Context: an optimization exercise on an open-source flow, tuned for small area. The choices shown serve that exercise and are no tape-out recipe. The RTL of this run was laid out without a check of its function. No activity file was given, so power comes from the tool's default toggle rates.

==> design/flow/design.v <==
module sps_bus_reader (
    input  wire        clk,
    input  wire        rst,
    input  wire        start,
    input  wire        init,
    output wire        busy,
    output reg         done,
    output wire        rd_req,
    output wire [15:0] rd_ptr,
    output wire [6:0]  rd_len,
    input  wire        rx_valid,
    input  wire [7:0]  rx_byte,
    input  wire        rx_end,
    output reg  [3:0]  last_result,
    output reg         rec_valid,
    output wire [2:0]  health,
    output reg  [31:0] bad_cnt,
    output reg  [31:0] good_cnt,
    input  wire [3:0]  rec_sel,
    output wire [31:0] rec_data
);
    localparam [15:0] PTR_DATA   = 16'h0202;
    localparam [6:0]  READY_LEN  = 7'd3;
    localparam [6:0]  DATA_LEN   = 7'd60;
    localparam        GROUPS     = 20;
    localparam [31:0] DEGRADE_LIMIT = 32'd5;
    localparam [3:0] RES_OK       = 4'h0;
    localparam [3:0] RES_CHECKSUM = 4'h5;
    localparam [3:0] RES_SIZE     = 4'h7;
    localparam [3:0] RES_NOTREADY = 4'h8;
    localparam [3:0] RES_NONE     = 4'hF;
    localparam [1:0] LS_INIT     = 2'd0;
    localparam [1:0] LS_HEALTHY  = 2'd1;
    localparam [1:0] LS_DEGRADED = 2'd2;
    localparam [2:0] S_IDLE     = 3'd0;
    localparam [2:0] S_REQ_RDY  = 3'd1;
    localparam [2:0] S_RX_RDY   = 3'd2;
    localparam [2:0] S_CHK_RDY  = 3'd3;
    localparam [2:0] S_REQ_DATA = 3'd4;
    localparam [2:0] S_RX_DATA  = 3'd5;
    localparam [2:0] S_CHK_DATA = 3'd6;
    function [7:0] crc8;
        input [7:0] b0;
        input [7:0] b1;
        reg   [7:0] acc;
        reg  [15:0] w;
        integer k;
        begin
            acc = 8'hFF;
            w   = {b0, b1};
            for (k = 15; k >= 0; k = k - 1) begin
                if (acc[7] ^ w[k])
                    acc = {acc[6:0], 1'b0} ^ 8'h31;
                else
                    acc = {acc[6:0], 1'b0};
            end
            crc8 = acc;
        end
    endfunction
    reg  [2:0]  state;
    reg  [7:0]  rx_cnt;             
    reg  [7:0]  buf_mem [0:DATA_LEN-1];
    reg  [31:0] record [0:9];
    reg  [1:0]  link_state;
    integer i;
    assign busy   = (state != S_IDLE);
    assign rd_req = (state == S_REQ_RDY) || (state == S_REQ_DATA);
    assign rd_ptr = PTR_DATA;
    assign rd_len = (state == S_REQ_DATA) ? DATA_LEN : READY_LEN;
    assign health   = {link_state, link_state == LS_HEALTHY};
    assign rec_data = (rec_sel < 4'd10) ? record[rec_sel] : 32'h0;
    wire ready_ok = (rx_cnt == 8'd3) &&
                    (buf_mem[0] == 8'h00) && (buf_mem[1] == 8'h01) &&
                    (crc8(buf_mem[0], buf_mem[1]) == buf_mem[2]);
    reg groups_ok;
    always @(*) begin
        groups_ok = 1'b1;
        for (i = 0; i < GROUPS; i = i + 1)
            if (crc8(buf_mem[3*i], buf_mem[3*i+1]) != buf_mem[3*i+2])
                groups_ok = 1'b0;
    end
    wire [31:0] bad_inc  = (bad_cnt  == 32'hFFFF_FFFF) ? bad_cnt  : bad_cnt  + 32'd1;
    wire [31:0] good_inc = (good_cnt == 32'hFFFF_FFFF) ? good_cnt : good_cnt + 32'd1;
    always @(posedge clk) begin
        if ((state == S_RX_RDY || state == S_RX_DATA) && rx_valid && rx_cnt < DATA_LEN)
            buf_mem[rx_cnt[5:0]] <= rx_byte;
    end
    always @(posedge clk) begin
        if (state == S_CHK_DATA && rx_cnt == {1'b0, DATA_LEN} && groups_ok)
            for (i = 0; i < 10; i = i + 1)
                record[i] <= {buf_mem[6*i], buf_mem[6*i+1], buf_mem[6*i+3], buf_mem[6*i+4]};
    end
    always @(posedge clk) begin
        if (rst) begin
            state       <= S_IDLE;
            rx_cnt      <= 8'd0;
            done        <= 1'b0;
            last_result <= RES_NONE;
            rec_valid   <= 1'b0;
            link_state  <= LS_INIT;
            bad_cnt     <= 32'd0;
            good_cnt    <= 32'd1;
        end else begin
            done <= 1'b0;
            case (state)
                S_IDLE: begin
                    if (start) begin
                        state <= S_REQ_RDY;
                    end else if (init) begin
                        link_state <= LS_INIT;
                        bad_cnt    <= 32'd0;
                        good_cnt   <= 32'd1;
                    end
                end
                S_REQ_RDY: begin
                    rx_cnt <= 8'd0;
                    state  <= S_RX_RDY;
                end
                S_RX_RDY, S_RX_DATA: begin
                    if (rx_valid && rx_cnt != 8'hFF)
                        rx_cnt <= rx_cnt + 8'd1;
                    if (rx_end)
                        state <= (state == S_RX_RDY) ? S_CHK_RDY : S_CHK_DATA;
                end
                S_CHK_RDY: begin
                    if (ready_ok) begin
                        state <= S_REQ_DATA;
                    end else begin
                        state       <= S_IDLE;
                        done        <= 1'b1;
                        last_result <= RES_NOTREADY;
                        bad_cnt     <= bad_inc;
                        if (bad_inc >= DEGRADE_LIMIT)
                            link_state <= LS_DEGRADED;
                    end
                end
                S_REQ_DATA: begin
                    rx_cnt <= 8'd0;
                    state  <= S_RX_DATA;
                end
                S_CHK_DATA: begin
                    state <= S_IDLE;
                    done  <= 1'b1;
                    if (rx_cnt == {1'b0, DATA_LEN} && groups_ok) begin
                        last_result <= RES_OK;
                        rec_valid   <= 1'b1;
                        bad_cnt     <= 32'd0;
                        good_cnt    <= good_inc;
                        link_state  <= LS_HEALTHY;
                    end else begin
                        last_result <= (rx_cnt != {1'b0, DATA_LEN}) ? RES_SIZE : RES_CHECKSUM;
                        bad_cnt     <= bad_inc;
                        if (bad_inc >= DEGRADE_LIMIT)
                            link_state <= LS_DEGRADED;
                    end
                end
                default: state <= S_IDLE;
            endcase
        end
    end
endmodule
==> design/flow/run.sh <==
#!/bin/bash
# synth_recipe.tcl (not shown) runs the flow's synth.tcl, then flattens the netlist and writes it again
# the make line also repeats each setting of config.mk as NAME=value (left out here)
make -C /OpenROAD-flow-scripts/flow DESIGN_CONFIG=/design/flow/config.mk WORK_HOME=/design/flow/orfs CLKGATE_MAP_FILE= SYNTH_SCRIPT=/design/flow/synth_recipe.tcl finish
==> design/flow/config.mk <==
export PLATFORM = sky130hd
export DESIGN_NAME = sps_bus_reader
export DESIGN_NICKNAME = sps_bus_reader
export VERILOG_FILES = /design/flow/design.v
export SDC_FILE = /design/flow/constraint.sdc
export NUM_CORES = 4
export LEC_CHECK = 0
export CAP_MARGIN = 20
export CORE_MARGIN = 2
export CORE_UTILIZATION = 40
export SLEW_MARGIN = 20
==> design/flow/constraint.sdc <==
create_clock -name core_clock -period 10.0 [get_ports {clk}]
set_input_delay 2.0000 -clock core_clock [delete_from_list [all_inputs] [get_ports {clk}]]
set_output_delay 2.0000 -clock core_clock [all_outputs]
set_load 0.01 [all_outputs]
==> notes.md <==
Hold Slack roughly 0.44 ns; vias per inst 5.63; die height 322 um; Mapped Area 0.0404 mm2; max frequency 136 MHz; final worst path period need 7.36 ns; register area 0.0257 mm2; gpl congestion between 0.9 and 1; hold buffers post-CTS 0; Yosys top cell area share about three fifths; Req. time, crit path 8.00 ns; crit path DAT 5.36 ns; register bit total from synthesis 882; drt first pass iters 6; Layout area overhead 14.4%; slew of the pin with the lowest slew margin approximately 1.1 ns; share of cells above drive strength 1 7.58%; status complete, no violations; WL met2 58100 um; Psw 0.00161 W; Worst Clk Skew 0.0368 ns; vias in the first global route 22933; post-synth top area cell edfxtp_1; crit path kind input pin to output pin; # Post-CTS Setup Buffers 0; DRC 0; Met1 Routed Length 53000 um; Max Cap Viol 0; CTS tree yes; relative slew slack 23.7%; Starting Density between 40% and 50%; largest net degree at the start of global routing 163; Final Max Slew Viols 0; dpl hpwl 88600 um; clk buf depth 3; sequential share of power ~53%; setup TNS 0 ns; DIE WIDTH 322 um; Fill cells roughly 8700; Pleak between 15 and 20 nW; prevailing post-synth register cell edfxtp_1; final non-filler cell total between 4000 and 5000; htree depth 3; area of the multi-input gates between 0.01 and 0.015 mm2; clock sinks 882; Placed Cells incl. Taps approximately 4000; met3 wire len 8020 um; Internal Power between 0.005 and 0.006 W; ranking of synthesized cells by area edfxtp_1, xnor2_1, xnor3_1; highest metal used met4; sequential element share of the synthesized area 63.5%; Async SR Flop Fraction 0%; Root Buffer clkbuf_16; die area 0.104 mm2; Synth Instances 2665; CP max FO 21; pre-CTS WS 2.75 ns; post-synth cell types 82; worst ir drop on vdd 0.153 mV; Core Area 0.100 mm2; Hold Fails Final Rpt 0; DR WL/cell 29.5 um; Setup crit end kind output pin; Syn. warnings 2; Routed Antenna Nets 0; drt total wl around 120000 um; row cnt 116; setup ws final 2.64 ns; initial antenna violation count 3; Worst Hold Class register to register; CTS clk-pin slew, worst paths 0.06 ns; # port buffers 130; number of DRC markers in iteration 0 between 2000 and 3000; Skew-Pair Late Insertion Delay just under 0.7 ns; Final Power 0.00759 W; final setup vio count 0; period utilization 73.6%; nets@finish 2866; cts repair resizes 0; num ports around 150; grt ovf 0; Post-synth EDFFs 800; via count 23739; Num CTS Buffers 93; Sw Ratio 21.2%; Logic pwr share between 3 and 4%; PwrDens 164 mW/mm2; Mean Syn Cell Area between 15 and 20 um2; RSZ-0062 raised after global routing false; Setup crit start kind input pin; GRT Util Overall 23.9%; clock network fraction of design power 43.8%; first-pass GRT wire length 174000 um
## synthesized netlist by cell type, types with 10 or more instances
cell type	instances
nand3b_1	10
nor4_1	28
xnor2_1	457
nand3_1	39
nand2_1	88
nor2_1	182
or4_1	15
a22o_1	30
buf_4	23
a21oi_1	41
nor3_1	33
or2_2	11
clkbuf_1	54
or3_1	21
a221oi_1	30
and3_1	24
a22oi_1	98
xor3_1	23
xnor2_2	10
inv_1	22
dfxtp_1	82
o21ai_0	37
xnor3_1	109
nand4_1	52
xor2_1	194
edfxtp_1	800
## area by class of cell
class,count,area share [%]
flip-flops and latches,882,55.5
multi-input cells,1687,31.3
clock buffers,118,5.42
repair buffers,157,3.22
clock inverters,50,0.823
diodes,1,0.00542
well taps,1298,3.52
inverters,22,0.184
## critical path, stage by stage
cell and delay, ns:
clkdlybuf4s50_1 0.67, nand2b_1 0.37, nor3_2 0.63, buf_4 0.47, a22oi_1 0.12, nand4_1 0.30, o221a_2 0.25, clkdlybuf4s50_1 0.52
## kinds of logic (layout without fill, tap and decap cells)
family | after synthesis | count (layout) | synth area share (%)
and+or+nand+nor | 541 | 541 | 6.69
other | 2 | 18 | 0.0186
buffers and inverters | 111 | 347 | 1.27
muxes | 6 | 6 | 0.155
adders and majority gates | 5 | 5 | 0.155
AOI/OAI and AO/OA | 317 | 317 | 5.79
xor gates and xnor gates | 801 | 801 | 22.4
DFF | 882 | 882 | 63.5
## final timing paths
kind / from / endpoint / slack [ns] / cells after the start
worst max register to register: buf_mem[57][1] / record[3][6] / 3.91 / 11
worst min register to register: buf_mem[40][2] / record[6][2] / 0.44 / 0
worst min-delay path: buf_mem[40][2] / record[6][2] / 0.44 / 0
worst max-delay path: rec_sel[3] / rec_data[3] / 2.64 / 8
## cell usage in the layout (no fill, tap or decap), types with 19 or more instances in the layout
master	Yosys	layout
xor2_1	194	192
and3_1	24	24
clkinv_1	0	28
clkbuf_1	54	19
nand2_1	88	88
a22oi_1	98	98
xor3_1	23	22
buf_4	23	25
nor2_1	182	178
a21oi_1	41	41
nor3_1	33	28
inv_1	22	21
nand4_1	52	52
or3_1	21	21
xnor2_1	457	448
a221oi_1	30	30
clkbuf_16	0	95
nand3_1	39	39
dfxtp_1	82	82
clkdlybuf4s50_1	0	122
xnor3_1	109	107
nor4_1	28	26
o21ai_0	37	37
a22o_1	30	30
edfxtp_1	800	800
## routing by layer
metal / global-route usage, % / vias to the layer above
met5: 0 / -
met1: 33.1 / 12130
met4: 9.08 / 0
met2: 38.2 / 1108
met3: 3.28 / 223
li1: - / 10278
## through the flow
step / cell area (um2) / utilization (%)
2_1_floorplan: 40600 / -
3_3_place_gp: 43300 / 43.3
3_5_place_dp: 43300 / 43.3
4_1_cts: 46200 / 46.1
5_1_grt: 46200 / 46.1
6_report: 46200 / 46.1
## flip-flops by register name, indices dropped and copies added, names as in the netlist
register     cells
last_result      3
good_cnt        32
rx_cnt           8
done             1
record         320
buf_mem        480
bad_cnt         32
link_state       2
state            3
rec_valid        1
## power by group through the flow
stage	sequential, W	clock (W)	combinational (W)
after global placement	0.00409	0	0.000249
after detailed placement	0.00409	0	0.000253
after global routing	0.00401	0.00351	0.000269
after floorplan	0.00408	0	0.000134
final	0.00401	0.00333	0.000253
after CTS	0.00401	0.00337	0.000254

static timing again, ports no longer ideal:
In the flow no input, the clock included, has a driving cell. The finished layout below was timed again as built, in two steps. Step 1 assumes that a clkbuf_16 drives the clock port and a buf_2 every other input. Step 2 also shifts input and output timing later by t, the mid clock arrival at the registers, as if the neighbouring blocks saw the same clock. Three values: no drivers, after step 1, after step 2; two values: the first two.
t (ns): 0.726
slack for setup (ns): 2.637 / 2.616 / 2.616
cell pins on the clock port's net: 1
After both steps this run still meets setup and hold. For this run, drivers alone change the setup slack by -0.021 ns; drivers and shift together by -0.021 ns.
